This design comes from an exercise in tuning for small area on the open sky130 flow, not from production work.
In this exercise RTL edits were held to simulation tests only and were not proved equivalent to the original.
Power and IR drop assume default switching activity. The clock port is modelled as an ideal driver; clocking choices that lean on that would not hold on a real chip.

## sps_bus_reader
module sps_bus_reader (
    input  wire        clk,
    input  wire        rst,
    input  wire        start,
    input  wire        init,
    output wire        busy,
    output wire        done,
    output wire        rd_req,
    output wire [15:0] rd_ptr,
    output wire [6:0]  rd_len,
    input  wire        rx_valid,
    input  wire [7:0]  rx_byte,
    input  wire        rx_end,
    output wire [3:0]  last_result,
    output reg         rec_valid,
    output wire [2:0]  health,
    output reg  [31:0] bad_cnt,
    output reg  [31:0] good_cnt,
    input  wire [3:0]  rec_sel,
    output wire [31:0] rec_data
);
==> flow/config.mk <==
export PLATFORM = sky130hd
export DESIGN_NAME = sps_bus_reader
export DESIGN_NICKNAME = sps_bus_reader
export VERILOG_FILES = /design/flow/design.v
export SDC_FILE = /design/flow/constraint.sdc
export NUM_CORES = 4
export LEC_CHECK = 0
export CAP_MARGIN = 5
export CORE_MARGIN = 2
export CORE_UTILIZATION = 60
export SLEW_MARGIN = 5
export SYNTH_HIERARCHICAL = 1
==> flow/constraint.sdc <==
create_clock -name core_clock -period 10.0 [get_ports {clk}]
set_input_delay 2.0000 -clock core_clock [delete_from_list [all_inputs] [get_ports {clk}]]
set_output_delay 2.0000 -clock core_clock [all_outputs]
set_load 0.01 [all_outputs]
standard.sh (not shown) runs the stock make flow with config.mk's settings and CLKGATE_MAP_FILE= SYNTH_SCRIPT=/design/flow/synth_recipe.tcl, a recipe that flattens the netlist after the stock synthesis.
==> flow/flow/run.sh <==
#!/bin/bash
# Standard ORFS layout (the standard.sh), with four changes:
#  - the port buffers are buf_1 cells;
#  - the clock tree uses larger sink clusters and no dummy loads;
#  - floorplan removes the synthesis buffers instead of sizing gates up
#    against the unplaced, unbuffered netlist's timing (placement's
#    repair_design buffers the high-fanout nets afterwards);
#  - the constant outputs keep synthesis's one tie-high and one tie-low
#    cell instead of getting a tie cell each.
# Every tool's full output is in standard_make.log and in ORFS's own logs
# under orfs/logs/.
set -euo pipefail
export BUFFER_PORTS_ARGS="-buffer_cell sky130_fd_sc_hd__buf_1"
export CTS_ARGS="-sink_clustering_enable -repair_clock_nets -sink_clustering_size 32 -sink_clustering_max_diameter 100 -dont_use_dummy_load"
export REMOVE_ABC_BUFFERS=1
export SKIP_REPAIR_TIE_FANOUT=1
bash standard.sh > standard_make.log 2>&1
The starting point passed the timing, DRC and antenna checks.
Then changed:
--- a/flow/flow/run.sh
+++ b/flow/flow/run.sh
@@ -2 +2 @@
-# Standard ORFS layout (the standard.sh), with four changes:
+# Standard ORFS layout (the standard.sh), with three changes:
Outcome: The new run completed with no timing, DRC or antenna violations; design area is unchanged; hold slack stays the same; global-route usage stays the same; routed wire length is unchanged; die area does not change; area after synthesis does not change; core utilization stays the same; maximum frequency does not change; setup slack is unchanged.
Then changed:
--- a/flow/flow/run.sh
+++ b/flow/flow/run.sh
@@ -7,3 +7 @@
-#    repair_design buffers the high-fanout nets afterwards);
-#  - the constant outputs keep synthesis's one tie-high and one tie-low
-#    cell instead of getting a tie cell each.
+#    repair_design buffers the high-fanout nets afterwards).
@@ -16 +13,0 @@
-export SKIP_REPAIR_TIE_FANOUT=1
CAP_MARGIN = 20   (was 5)
SLEW_MARGIN = 20   (was 5)
The changed run went through all stages and came out clean.
Total power barely changes.
Final cell count climbs slightly.
Routed wire length stays flat.
Then changed:
==> flow/flow/run.sh (replaced) <==
#!/bin/bash
# Standard ORFS layout, with two changes: the port buffers are buf_1 cells,
# and the clock tree uses larger sink clusters and no dummy loads.
set -euo pipefail
export BUFFER_PORTS_ARGS="-buffer_cell sky130_fd_sc_hd__buf_1"
export CTS_ARGS="-sink_clustering_enable -repair_clock_nets -sink_clustering_size 32 -sink_clustering_max_diameter 100 -dont_use_dummy_load"
bash standard.sh > standard_make.log 2>&1
The changed run went through all stages and came out clean.
Non-clock buffer count came out higher by 5.
Cell count is about the same.
Cell area came out higher by about 0.44%.
First-iteration DRC count came out lower by 2.6%.


Setup of before:
Another version of the RTL of sps_bus_reader (not shown whole).
Size: about 1300 cells after synthesis, ~730 flip-flops, ~26000 µm² of cells after synthesis.
clock: 10.0 ns
lec_check: 0
cap_margin: 20
core_margin: 2
core_utilization: 40
slew_margin: 20
run.sh (not shown) runs the stock make flow with config.mk's settings and CLKGATE_MAP_FILE= SYNTH_SCRIPT=/design/flow/synth_recipe.tcl, a recipe that flattens the netlist after the stock synthesis.
Stock flow here: none of the scripts above is used.
before reached the end of the flow, and the finished layout is clean on the timing, DRC and antenna checks.
Edits applied to the flow inputs when going from before to after:
- putting CTS_BUF_LIST at sky130_fd_sc_hd__clkbuf_4 sky130_fd_sc_hd__clkbuf_8 where nothing was set
- swapping 40 for 65 in CORE_UTILIZATION
### Flow results
Max freq before -> after: degraded
In after, the post-layout minimum cycle time came out 120 ps above the value in before.
Diff before and after: filler cell count lower in after
Taking before as the reference, in after total non-filler cell area in the finished layout decreased by about 1.5% relative to the old numbers, proportion of layout cells with a drive suffix above 1 increased by 3.8 points relative to the old numbers.

-- afterwards: timing with drivers on the ports --
The results above use ideal ports. As a check the final layouts listed here were re-extracted and re-timed, cells and wires unchanged. Step 1 assumes that a clkbuf_16 drives the clock port and a buf_2 every other input. Step 2 moves the port delays by t, midway between the first and last clock arrival at a register: inputs arrive t later, outputs are due t later. That takes back most of the time a late clock gives input paths. Three values: no drivers, after step 1, after step 2; two values: the first two.
run	shift t [ns]	setup slack, ns	hold slack, ns	clock arrival spread, ns	slew at the worst register clock pin (ns)
the first run of note 1	0.630	3.922 / 3.922 / 3.922	0.426 / 0.426 / 0.426	0.036 / 0.036	0.12 / 0.12
the second run of note 1	0.630	3.922 / 3.922 / 3.922	0.426 / 0.426 / 0.426	0.036 / 0.036	0.12 / 0.12
the third run of note 1	0.636	4.130 / 4.109 / 4.109	0.426 / 0.426 / 0.426	0.037 / 0.036	0.12 / 0.12
the fourth run of note 1	0.627	4.205 / 4.178 / 4.178	0.424 / 0.424 / 0.424	0.049 / 0.049	0.12 / 0.12
before	0.654	2.635 / 2.635 / 2.635	0.420 / 0.420 / 0.420	0.028 / 0.028	0.07 / 0.07
after	0.701	2.517 / 2.517 / 2.517	0.415 / 0.415 / 0.415	0.023 / 0.022	0.07 / 0.07
After both steps every run listed still meets setup and hold. The setup slack of the fourth run of note 1, which loses most, moves by -0.027 ns with the drivers and by -0.027 ns with both steps.
